From an optimization exercise on the open Yosys and OpenROAD flow, aimed at small area; shortcuts taken in it are not production practice.
In this exercise RTL edits were held to simulation tests only and were not proved equivalent to the original.
No activity file was given, so power comes from the tool's default toggle rates.

Setup of rev 12:
Design jic, start of the top module:
module jic (
    input  wire        clk,
    input  wire        rst,
    input  wire [7:0]  btn_edge,
    input  wire        tick,
    input  wire [7:0]  pin,
    input  wire        conv_done,
    input  wire [15:0] raw0,
    input  wire [15:0] raw1,
    input  wire [15:0] raw2,
    input  wire [15:0] raw3,
    input  wire        tx_done,
    input  wire        plat_fault,
    input  wire [5:0]  tx_raddr,
    output reg         conv_start,
    output reg         tx_start,
    output wire [5:0]  tx_len,
    output wire [7:0]  tx_rdata,
    output wire        tx_busy,
    output wire [7:0]  frame_btn,
    output wire [15:0] frame_ax0,
    output wire [15:0] frame_ax1,
    output wire [15:0] frame_ax2,
    output wire [15:0] frame_ax3,
    output wire        frame_valid,
    output wire        halted
);
Size: ~2800 cells after synthesis, ~180 I/O pins, about 18000 µm² of cells after synthesis.
clock: 32.0 ns
lec_check: 0
abc_area: 1
cap_margin: 20
core_margin: 2
core_utilization: 60
slew_margin: 20
standard.sh (not shown) runs the stock make flow with config.mk's settings and CLKGATE_MAP_FILE= SYNTH_SCRIPT=/design/flow/synth_recipe.tcl, a recipe that flattens the netlist after the stock synthesis.
==> flow/flow/run.sh <==
#!/bin/bash
# Layout flow: the standard synthesis, its combinational logic re-mapped for
# area (registers untouched), then the standard layout steps with the
# smallest buffer cell on the ports and a clock tree without dummy loads.
set -uo pipefail
HERE=$(cd "$(dirname "$0")" && pwd)
export BUFFER_PORTS_ARGS="-buffer_cell sky130_fd_sc_hd__buf_1"
export CTS_ARGS="-sink_clustering_enable -repair_clock_nets -dont_use_dummy_load -buf_list sky130_fd_sc_hd__clkbuf_4 -sink_clustering_size 7 -sink_clustering_max_diameter 50"

bash standard.sh synth > standard_synth.log 2>&1 || { tail -20 standard_synth.log; exit 1; }

RES=$PWD/orfs/results/$FLOW_PLATFORM/jic/base
LOGS=$PWD/orfs/logs/$FLOW_PLATFORM/jic/base
LIB=$FLOW_HOME/platforms/$FLOW_PLATFORM/lib/sky130_fd_sc_hd__tt_025C_1v80.lib
DU=$(grep -o -- "-dont_use [^ ]*" $LOGS/1_2_yosys.log | sort -u | tr '\n' ' ')
cp $RES/1_2_yosys.v standard_1_2_yosys.v
if bash $HERE/resyn.sh standard_1_2_yosys.v resyn_1_2_yosys.v "$LIB" "$DU" > resyn.log 2>&1; then
  # keep the result only if it has the same registers
  regs() { grep -oE "sky130_fd_sc_hd__e?dfxtp_[0-9] +[^ (]+" "$1" | sort; }
  if [[ -s resyn_1_2_yosys.v ]] && diff <(regs standard_1_2_yosys.v) <(regs resyn_1_2_yosys.v) > resyn_regs.diff; then
    cp resyn_1_2_yosys.v $RES/1_2_yosys.v
    rm -f $RES/1_synth.odb $RES/1_synth.sdc
    echo "re-mapped netlist in use" >> resyn.log
  else
    echo "register mismatch: standard netlist kept" >> resyn.log
  fi
else
  echo "re-map failed: standard netlist kept" >> resyn.log
fi

bash standard.sh > standard.log 2>&1
status=$?
tail -20 standard.log
exit $status
Other scripts of this flow, unchanged in this note and not shown: flow/flow/lib2v.py, flow/flow/resyn.abc, flow/flow/resyn.sh
For rev 13, these inputs were changed with respect to rev 12:
-- flow/flow/run.sh --
<<< rev 12, line 8
export CTS_ARGS="-sink_clustering_enable -repair_clock_nets -dont_use_dummy_load -buf_list sky130_fd_sc_hd__clkbuf_4 -sink_clustering_size 7 -sink_clustering_max_diameter 50"
>>> rev 13, line 8
export CTS_ARGS="-sink_clustering_enable -repair_clock_nets -dont_use_dummy_load -buf_list sky130_fd_sc_hd__clkbuf_4 -sink_clustering_size 8 -sink_clustering_max_diameter 60"
Notes after the runs:
The flow did not stop early for rev 13: all stages ran, and the layout cleared the timing, DRC and antenna checks. Status: post-route cell area parity (rev 13, rev 12). Looking at via count of the first global-routing pass, rev 13 sits about 0.33% below rev 12. First-pass GRT wire length essentially unchanged between rev 12 and rev 13. Switching power summed over all nets across rev 13 and rev 12: no real change. Minimum clock period after layout (higher): rev 13. Sort rev 13 and rev 12 by total power, descending, and rev 12 comes first. Rev 12 -> rev 13: total DRC errors in the routed layout delta 0, exact match. Compared rev 13 against rev 12; largest driver fanout on the critical path within noise.

========
== job 9938 ==
Another version of the RTL of jic (not shown whole).
Size in the first run: about 2800 cells after synthesis, about 180 I/O pins.
export LEC_CHECK = 0
export ABC_AREA = 1
export CAP_MARGIN = 20
export CORE_MARGIN = 2
export CORE_UTILIZATION = 60
export SLEW_MARGIN = 20
create_clock -name core_clock -period 32.0 [get_ports {clk}]
==> flow/flow/run.sh <==
#!/bin/bash
# Layout flow: the standard synthesis, its combinational logic re-mapped for
# area (registers untouched), then the standard layout steps with the
# smallest buffer cell on the ports and a clock tree without dummy loads.
set -uo pipefail
HERE=$(cd "$(dirname "$0")" && pwd)
export BUFFER_PORTS_ARGS="-buffer_cell sky130_fd_sc_hd__buf_1"
export CTS_ARGS="-sink_clustering_enable -repair_clock_nets -dont_use_dummy_load -buf_list sky130_fd_sc_hd__clkbuf_8 -sink_clustering_size 14 -sink_clustering_max_diameter 60"

bash standard.sh synth > standard_synth.log 2>&1 || { tail -20 standard_synth.log; exit 1; }

RES=$PWD/orfs/results/$FLOW_PLATFORM/jic/base
LOGS=$PWD/orfs/logs/$FLOW_PLATFORM/jic/base
LIB=$FLOW_HOME/platforms/$FLOW_PLATFORM/lib/sky130_fd_sc_hd__tt_025C_1v80.lib
DU=$(grep -o -- "-dont_use [^ ]*" $LOGS/1_2_yosys.log | sort -u | tr '\n' ' ')
cp $RES/1_2_yosys.v standard_1_2_yosys.v
if bash $HERE/resyn.sh standard_1_2_yosys.v resyn_1_2_yosys.v "$LIB" "$DU" > resyn.log 2>&1; then
  # keep the result only if it has the same registers
  regs() { grep -oE "sky130_fd_sc_hd__e?dfxtp_[0-9] +[^ (]+" "$1" | sort; }
  if [[ -s resyn_1_2_yosys.v ]] && diff <(regs standard_1_2_yosys.v) <(regs resyn_1_2_yosys.v) > resyn_regs.diff; then
    cp resyn_1_2_yosys.v $RES/1_2_yosys.v
    rm -f $RES/1_synth.odb $RES/1_synth.sdc
    echo "re-mapped netlist in use" >> resyn.log
  else
    echo "register mismatch: standard netlist kept" >> resyn.log
  fi
else
  echo "re-map failed: standard netlist kept" >> resyn.log
fi

bash standard.sh > standard.log 2>&1
status=$?
tail -20 standard.log
exit $status
Other scripts of this flow, unchanged in this note and not shown: flow/flow/lib2v.py, flow/flow/resyn.abc, flow/flow/resyn.sh
Edits applied to the flow inputs when going from job 9938 to job 8069:
- GPL_TIMING_DRIVEN: unset -> 0
-- flow/flow/run.sh --
<<< job 9938, line 7
export BUFFER_PORTS_ARGS="-buffer_cell sky130_fd_sc_hd__buf_1"
export CTS_ARGS="-sink_clustering_enable -repair_clock_nets -dont_use_dummy_load -buf_list sky130_fd_sc_hd__clkbuf_8 -sink_clustering_size 14 -sink_clustering_max_diameter 60"

>>> job 8069, line 7
export BUFFER_PORTS_ARGS="-buffer_cell sky130_fd_sc_hd__buf_1"
export CTS_ARGS="-sink_clustering_enable -repair_clock_nets -dont_use_dummy_load -buf_list sky130_fd_sc_hd__clkbuf_4 -sink_clustering_size 8 -sink_clustering_max_diameter 60"

Notes after the runs:
Measured against each other, job 8069 and job 9938 differ in layout-stage area growth over the synthesis result, the higher figure coming from job 8069.
Looking at number of stages on the worst setup path across job 8069 and job 9938, the one that comes out higher is job 8069.
Weighted congestion reported at the end of routability-driven placement was higher in job 8069 than in job 9938.
Sort job 8069 and job 9938 by number of buffers created by CTS, descending, and job 8069 comes first.
Job 8069: setup slack of the critical path after layout is 0.71 ns lower than what job 9938 reported.
Relative to job 9938, the clock-cell share of area of job 8069 is lower by 0.43 points.
Diff job 9938 -> job 8069: worst slack on hold paths did not really move, net switching power of the design up about 0.47%.
For job 3725, these inputs were changed with respect to job 8069:
- a deleted GPL_TIMING_DRIVEN that had been 0
-- flow/flow/run.sh --
<<< job 8069, line 7
export BUFFER_PORTS_ARGS="-buffer_cell sky130_fd_sc_hd__buf_1"
export CTS_ARGS="-sink_clustering_enable -repair_clock_nets -dont_use_dummy_load -buf_list sky130_fd_sc_hd__clkbuf_4 -sink_clustering_size 8 -sink_clustering_max_diameter 60"

>>> job 3725, line 7
export BUFFER_PORTS_ARGS="-buffer_cell sky130_fd_sc_hd__buf_1"
export CTS_ARGS="-sink_clustering_enable -repair_clock_nets -dont_use_dummy_load -buf_list sky130_fd_sc_hd__clkbuf_16 -sink_clustering_size 28 -sink_clustering_max_diameter 100"

## What came out
- Between job 8069 and job 3725, worst setup timing slack at the placement stage increased.
- Power in the clock group came out higher on job 3725 than on job 8069.
- As far as die area goes, job 8069 and job 3725 are indistinguishable; the numbers are identical.
- Compare job 3725 and job 8069 | final critical-path share of the clock period lower: job 3725
- Register-to-register slack, job 3725 and job 8069: lower on job 8069
- Summary: total power, job 3725 worse than job 8069

========
jic, a different RTL version from the one above (not shown whole).
For scale: about 180 I/O pins, roughly 19000 um^2 of cells after synthesis.
## jic
module jic (
    input  wire        clk,
    input  wire        rst,
    input  wire [7:0]  btn_edge,
    input  wire        tick,
    input  wire [7:0]  pin,
    input  wire        conv_done,
    input  wire [15:0] raw0,
    input  wire [15:0] raw1,
    input  wire [15:0] raw2,
    input  wire [15:0] raw3,
    input  wire        tx_done,
    input  wire        plat_fault,
    input  wire [5:0]  tx_raddr,
    output reg         conv_start,
    output reg         tx_start,
    output wire [5:0]  tx_len,
    output wire [7:0]  tx_rdata,
    output wire        tx_busy,
    output wire [7:0]  frame_btn,
    output wire [15:0] frame_ax0,
    output wire [15:0] frame_ax1,
    output wire [15:0] frame_ax2,
    output wire [15:0] frame_ax3,
    output wire        frame_valid,
    output wire        halted
);
Settings: LEC_CHECK=0, ABC_AREA=1, CAP_MARGIN=20, CORE_MARGIN=2, CORE_UTILIZATION=60, SLEW_MARGIN=20; clock period 32.0 ns.
==> flow/flow/run.sh <==
#!/bin/bash
# Layout flow: the standard synthesis, its combinational logic re-mapped for
# area (registers untouched), then the standard layout steps with the
# smallest buffer cell on the ports and a clock tree without dummy loads.
set -uo pipefail
HERE=$(cd "$(dirname "$0")" && pwd)
export BUFFER_PORTS_ARGS="-buffer_cell sky130_fd_sc_hd__buf_1"
export CTS_ARGS="-sink_clustering_enable -repair_clock_nets -dont_use_dummy_load -buf_list sky130_fd_sc_hd__clkbuf_4 -sink_clustering_size 8 -sink_clustering_max_diameter 60"

bash standard.sh synth > standard_synth.log 2>&1 || { tail -20 standard_synth.log; exit 1; }

RES=$PWD/orfs/results/$FLOW_PLATFORM/jic/base
LOGS=$PWD/orfs/logs/$FLOW_PLATFORM/jic/base
LIB=$FLOW_HOME/platforms/$FLOW_PLATFORM/lib/sky130_fd_sc_hd__tt_025C_1v80.lib
DU=$(grep -o -- "-dont_use [^ ]*" $LOGS/1_2_yosys.log | sort -u | tr '\n' ' ')
cp $RES/1_2_yosys.v standard_1_2_yosys.v
if bash $HERE/resyn.sh standard_1_2_yosys.v resyn_1_2_yosys.v "$LIB" "$DU" > resyn.log 2>&1; then
  # keep the result only if it has the same registers
  regs() { grep -oE "sky130_fd_sc_hd__e?dfxtp_[0-9] +[^ (]+" "$1" | sort; }
  if [[ -s resyn_1_2_yosys.v ]] && diff <(regs standard_1_2_yosys.v) <(regs resyn_1_2_yosys.v) > resyn_regs.diff; then
    cp resyn_1_2_yosys.v $RES/1_2_yosys.v
    rm -f $RES/1_synth.odb $RES/1_synth.sdc
    echo "re-mapped netlist in use" >> resyn.log
  else
    echo "register mismatch: standard netlist kept" >> resyn.log
  fi
else
  echo "re-map failed: standard netlist kept" >> resyn.log
fi

bash standard.sh > standard.log 2>&1
status=$?
tail -20 standard.log
exit $status
==> flow/flow/resyn.abc <==
strash
ifraig
dc2
dch -f
map -a
strash
dch -f
amap
strash
dch -f
amap
topo
Other scripts of this flow, unchanged in this note and not shown: flow/flow/lib2v.py, flow/flow/resyn.sh
==> next run, changes <==
==> flow/flow/resyn.abc (replaced) <==
strash
ifraig
dc2
dch -f
map -a
mfs2 -a
strash
dch -f
map -a
mfs2 -a
strash
dch -f
amap
strash
dch -f
amap
topo
Register-to-register slack got worse by 1.3 ns. Combinational power increases by 4.4%. Clock power barely changes. Total power climbs by 2.2%. Clock-buffer cell count stays the same.

## separate check: timing with driven ports
No port has a modelled driver above. Below, the same layouts with a new extraction and two added sets of constraints.
Step 1 sets driving cells, clkbuf_16 on the clock port and buf_2 on the other inputs (assumed; they add their load-dependent delay and slew).
Step 2, shift: input delay + t, output delay - t, t = (earliest + latest rising clock arrival at the registers) / 2. This alone moves slack from input paths to output paths.
Three values: ideal, step 1, step 2; two values: the first two.
| run | t (ns) | setup WS [ns] | worst register clock-pin slew, ns | worst data-port slew with drivers (ns) | pins driven straight from the clock port |
|---|---|---|---|---|---|
| rev 12 | 0.687 | 7.813 / 7.791 / 7.791 | 0.10 / 0.10 | 0.05 | 1 |
| rev 13 | 0.690 | 7.807 / 7.785 / 7.785 | 0.11 / 0.11 | 0.05 | 1 |
| job 9938 | 0.619 | 9.129 / 9.106 / 9.106 | 0.10 / 0.10 | 0.06 | 1 |
| job 8069 | 0.680 | 8.424 / 8.401 / 8.401 | 0.10 / 0.10 | 0.05 | 1 |
| job 3725 | 0.536 | 9.093 / 9.070 / 9.070 | 0.11 / 0.11 | 0.06 | 1 |
| the first run of note 3 | 0.698 | 8.704 / 8.681 / 8.681 | 0.11 / 0.11 | 0.05 | 1 |
| the second run of note 3 | 0.694 | 8.189 / 8.170 / 8.170 | 0.10 / 0.10 | 0.07 | 1 |
After both steps every run listed still meets setup and hold.
